What follows belongs to an exercise in optimizing a design on an open flow for small area; a production flow would make more cautious choices. Function was checked by simulation only, so behaviour that the tests miss may differ from the original. Power is estimated from default activity; no workload was simulated.

## JK
==> flow/design.v <==
module nos64_ptw (
    input  wire        clk,
    input  wire        rst,             
    input  wire        cmd_valid,
    output wire        cmd_ready,
    input  wire [71:0] cmd_word,        
    input  wire [3:0]  rd_addr,
    output reg  [63:0] rd_data,
    output wire        tgt_req_valid,
    input  wire        tgt_req_ready,
    output wire        tgt_req_reg,     
    output wire [63:0] tgt_req_addr,
    input  wire        tgt_resp_valid,
    input  wire        tgt_resp_ok,
    input  wire [63:0] tgt_resp_data,
    output wire        diag_valid,
    output wire [1:0]  diag_level,
    output wire [9:0]  diag_flags,
    output wire [63:0] diag_value
);
    reg        busy;      
    reg [1:0]  op;        
    reg        dec_now;   
    reg        req;       
    reg        regph;     
    reg        memfail;   
    reg [1:0]  lvl;       
    reg [63:0] operand;
    reg [63:0] r0, r1, r2, r3;
    wire [7:0] cw = cmd_word[71:64];
    wire is_translate = (cw == 8'h10);
    wire is_decode    = (cw[7:2] == 6'b0010_00);
    wire accept       = cmd_valid && !busy;
    wire take         = tgt_resp_valid && tgt_resp_ok;
    assign cmd_ready = !busy;
    reg [8:0] idx;
    always @(*) begin
        case (lvl)
            2'd0: idx = operand[47:39];
            2'd1: idx = operand[38:30];
            2'd2: idx = operand[29:21];
            default: idx = operand[20:12];
        endcase
    end
    wire lvl0 = (lvl == 2'd0);
    assign tgt_req_valid = busy && req;
    assign tgt_req_reg   = regph;
    assign tgt_req_addr  = {r0[63:52] & {12{lvl0}}, r0[51:12], idx, 3'b000};
    assign diag_valid = dec_now || (take && !regph);
    assign diag_level = lvl;
    assign diag_value = dec_now ? operand : tgt_resp_data;
    assign diag_flags = {diag_value[63], diag_value[8:0]};
    always @(posedge clk) begin
        if (rst) begin
            busy    <= 1'b0;
            op      <= 2'd0;
            dec_now <= 1'b0;
        end else begin
            dec_now <= accept && is_decode;
            if (accept) begin
                op      <= is_translate ? 2'd1 : is_decode ? 2'd2 : 2'd3;
                busy    <= is_translate;
            end else if (tgt_resp_valid) begin
                if (!tgt_resp_ok || (!regph && (!tgt_resp_data[0] || lvl == 2'd3)))
                    busy <= 1'b0;
            end
        end
    end
    always @(posedge clk) begin
        if (accept) begin
            operand <= cmd_word[63:0];
            req     <= 1'b1;
            regph   <= 1'b1;
            memfail <= 1'b0;
            lvl     <= cw[1:0];
        end else begin
            if (tgt_req_valid && tgt_req_ready)
                req <= 1'b0;
            if (tgt_resp_valid) begin
                if (regph) begin
                    if (tgt_resp_ok) begin
                        regph <= 1'b0;
                        req   <= 1'b1;
                    end
                end else if (!tgt_resp_ok) begin
                    memfail <= 1'b1;
                end else if (tgt_resp_data[0] && lvl != 2'd3) begin
                    lvl <= lvl + 2'd1;
                    req <= 1'b1;
                end
            end
        end
    end
    always @(posedge clk) begin
        if (take) begin
            r0 <= tgt_resp_data;
            r1 <= r0;
            r2 <= r1;
            r3 <= r2;
        end
    end
    wire tr = (op == 2'd1);
    wire dc = (op == 2'd2);
    wire walked = tr && !regph;                  
    wire ok_end = walked && !memfail && r0[0];   
    wire [2:0] nrd  = walked ? {1'b0, lvl} + 3'd1 : 3'd0;
    wire [2:0] nrec = walked ? {1'b0, lvl} + {2'd0, !memfail} : {2'd0, dc};
    wire err_any = (tr && (regph || memfail || !r0[0])) || (op == 2'd3);
    wire [2:0] err = !tr ? ((op == 2'd3) ? 3'd5 : 3'd0) :
                     regph ? 3'd2 : memfail ? 3'd3 : !r0[0] ? 3'd4 : 3'd0;
    wire [1:0] err_level = (walked && (memfail || !r0[0])) ? lvl : 2'd0;
    wire [1:0] state = (op == 2'd0) ? 2'd0 : {1'b1, err_any};
    wire [15:0] status = {op, tr, nrd, nrec, err_level, err, state};
    wire [3:0] a = rd_addr;
    wire [1:0] ai = a[1:0];
    wire is_dv = (a[3:2] == 2'd1);
    wire is_fl = (a[3:2] == 2'd2);
    wire is_slot = is_dv || is_fl;
    wire slot_ok = tr ? ({1'b0, ai} < nrec) : (dc && ai == 2'd0);
    wire [1:0] k = nrec[1:0] - 2'd1 - ai;        
    wire sel_op = ((a == 4'd3) && (op != 2'd0)) || (is_slot && dc && ai == 2'd0);
    wire sl_tr  = is_slot && tr && slot_ok;
    wire fa_src0 = memfail;                      
    wire sel0 = (sl_tr && k == 2'd0) || (a == 4'd1 && ok_end) || (a == 4'd2 && walked && fa_src0);
    wire sel1 = (sl_tr && k == 2'd1) || (a == 4'd2 && walked && !fa_src0);
    wire sel2 = (sl_tr && k == 2'd2);
    wire sel3 = (sl_tr && k == 2'd3);
    wire [63:0] word = ({64{sel_op}} & operand) | ({64{sel0}} & r0) | ({64{sel1}} & r1) |
                       ({64{sel2}} & r2) | ({64{sel3}} & r3);
    wire hi_keep = (a == 4'd3) || is_dv || (a == 4'd2 && lvl0);
    wire [1:0] fl_level = tr ? ai : lvl;
    always @(*) begin
        rd_data[63:52] = word[63:52] & {12{hi_keep}};
        rd_data[51:16] = word[51:16] & {36{!is_fl}};
        if (a == 4'd0)
            rd_data[15:0] = status;
        else if (is_fl)
            rd_data[15:0] = {slot_ok, 3'b000, fl_level & {2{slot_ok}}, word[63], word[8:0]};
        else if (a == 4'd1)
            rd_data[15:0] = {word[15:12], operand[11:0] & {12{ok_end}}};
        else if (a == 4'd2)
            rd_data[15:0] = {word[15:12], idx & {9{walked}}, 3'b000};
        else
            rd_data[15:0] = word[15:0];
    end
endmodule
==> flow/config.mk <==
export PLATFORM = sky130hd
export DESIGN_NAME = nos64_ptw
export DESIGN_NICKNAME = nos64_ptw
export VERILOG_FILES = /design/flow/design.v
export SDC_FILE = /design/flow/constraint.sdc
export NUM_CORES = 4
export LEC_CHECK = 0
export CAP_MARGIN = 20
export CORE_MARGIN = 2
export CORE_UTILIZATION = 65
export PLACE_DENSITY = 0.8
export SLEW_MARGIN = 20
==> flow/constraint.sdc <==
create_clock -name core_clock -period 6.0 [get_ports {clk}]
set_input_delay 1.2000 -clock core_clock [delete_from_list [all_inputs] [get_ports {clk}]]
set_output_delay 1.2000 -clock core_clock [all_outputs]
set_load 0.01 [all_outputs]
standard.sh (not shown) runs the stock make flow with config.mk's settings and CLKGATE_MAP_FILE= SYNTH_SCRIPT=/design/flow/synth_recipe.tcl, a recipe that flattens the netlist after the stock synthesis.
==> flow/flow/run.sh <==
#!/bin/bash
# Standard ORFS layout, with small cells for the port buffers and a clock tree of few, large clusters.
set -euo pipefail
export BUFFER_PORTS_ARGS="-buffer_cell sky130_fd_sc_hd__buf_1"
export CTS_ARGS="-sink_clustering_enable -repair_clock_nets -dont_use_dummy_load -sink_clustering_size 30 -sink_clustering_max_diameter 60 -buf_list sky130_fd_sc_hd__clkbuf_16"
bash standard.sh > standard.log 2>&1
JK | status: complete | timing, DRC, antenna: pass
Changes in MS relative to JK:
==> flow/flow/run.sh <==
#!/bin/bash
# Standard ORFS layout, with small cells for the port buffers and a clock tree of few, large clusters.
set -euo pipefail
export BUFFER_PORTS_ARGS="-buffer_cell sky130_fd_sc_hd__buf_1"
export CTS_ARGS="-sink_clustering_enable -repair_clock_nets -dont_use_dummy_load -sink_clustering_size 16 -sink_clustering_max_diameter 50 -buf_list sky130_fd_sc_hd__clkbuf_8"
bash standard.sh > standard.log 2>&1
### Flow results
MS reached the final stage; the timing, DRC and antenna checks on its layout passed.
In MS, the total power came out 0.18 mW below the value in JK.
Status: area occupied by multi-input gates parity (JK, MS)
Via count, MS vs JK: up slightly
On MS: layout overhead on the synthesized area is 0.77 points lower than what JK gave.
Between JK and MS, the difference in final-report hold violation count is negligible.
JK → MS: cell area after layout shrank by 110 sq um, net count reported at finish grew by about 0.66%.
The following lists how AL was set up differently from MS:
Settings: PLACE_DENSITY: 0.8 -> 0.6; CORE_UTILIZATION: 65 -> 40.
==> flow/run.sh (new file) <==
#!/bin/bash
# synth_recipe.tcl (not shown) runs the flow's synth.tcl, then flattens the netlist and writes it again
# the make line also repeats each setting of config.mk as NAME=value (left out here)
make -C /OpenROAD-flow-scripts/flow DESIGN_CONFIG=/design/flow/config.mk WORK_HOME=/design/flow/orfs CLKGATE_MAP_FILE= SYNTH_SCRIPT=/design/flow/synth_recipe.tcl finish
removed: flow/flow/run.sh
removed: flow/standard.sh
==> comparison <==
- AL was carried through to the last stage, and its layout satisfied the timing, DRC and antenna checks.
- Die area: AL higher than MS
- AL vs MS: clock-buffer cell count up in AL
- AL reports a higher largest incremental delay on the critical path than MS does.
- AL vs MS — wire length climbed by more than 10%
For TR, these inputs were changed with respect to AL:
Settings: PLACE_DENSITY changed from 0.6 to 0.8; CORE_UTILIZATION changed from 40 to 65.
==> flow/flow/run.sh (new file) <==
#!/bin/bash
# Standard ORFS layout, with small cells for the port buffers and a clock tree of few, large clusters.
set -euo pipefail
export BUFFER_PORTS_ARGS="-buffer_cell sky130_fd_sc_hd__buf_1"
export CTS_ARGS="-sink_clustering_enable -repair_clock_nets -dont_use_dummy_load -sink_clustering_size 20 -sink_clustering_max_diameter 60 -buf_list sky130_fd_sc_hd__clkbuf_8"
bash standard.sh > standard.log 2>&1
==> flow/standard.sh (new file) <==
#!/bin/bash
# synth_recipe.tcl (not shown) runs the flow's synth.tcl, then flattens the netlist and writes it again
# the make line also repeats each setting of config.mk as NAME=value (left out here)
make -C /OpenROAD-flow-scripts/flow DESIGN_CONFIG=/design/flow/config.mk WORK_HOME=/design/flow/orfs CLKGATE_MAP_FILE= SYNTH_SCRIPT=/design/flow/synth_recipe.tcl "${@:-finish}"
removed: flow/run.sh
Notes after the runs:
Re combinational power share: TR is 0.8 points down on AL. TR -> AL: register-to-register setup slack flat. Clock network latency to the later pin of the worst-skew pair up 0.05 ns in TR wrt AL. Lower multi-input gate share of total cell area was reported by AL, not TR. Looking at slowest stage cell on the critical path, the dfxtp_1 result is from TR; the clkdlybuf4s50_1 one comes from AL. Of the two candidates, AL has the worse setup slack after placement and TR the better one. In the tables for TR and AL, non-clock buffer count reads lower with TR. On detailed placer's ending HPWL, TR does better than AL. Detailed-route wire length is higher on AL. TR ends up with lower final critical path time including I/O delays and setup than AL does. When TR is measured against AL, its cell area turns out about 18% lower. Total inserted antenna cells for TR is higher than for AL.

port drivers added, routing unchanged:
Ports are ideal in the flow. The routed layouts listed here were re-timed in OpenROAD.
Step 1 (the two cells are an assumption about what drives the block):
set clk [get_ports {clk}]
set_driving_cell -lib_cell sky130_fd_sc_hd__clkbuf_16 $clk
set_driving_cell -lib_cell sky130_fd_sc_hd__buf_2 [delete_from_list [all_inputs] $clk]
Step 2 times the ports against the registers' clock, not the clock port: input delays grow and output delays shrink by t, the midpoint of the rising clock arrivals with the driver on.
Three values: ideal, step 1, step 2; two values: the first two.
| run | t, ns | setup slack, ns | worst setup path at the end | slew at the worst register clock pin (ns) | cell pins on the clock port's net |
|---|---|---|---|---|---|
| JK | 0.555 | 0.304 / 0.256 / 0.506 | input to output | 0.10 / 0.10 | 1 |
| MS | 0.609 | 0.507 / 0.466 / 0.762 | input to output | 0.10 / 0.10 | 1 |
| AL | 0.568 | 0.246 / 0.193 / 0.391 | input to output | 0.06 / 0.06 | 1 |
| TR | 0.596 | 0.523 / 0.478 / 0.760 | input to output | 0.12 / 0.12 | 1 |
After both steps setup and hold are still met in every run listed.
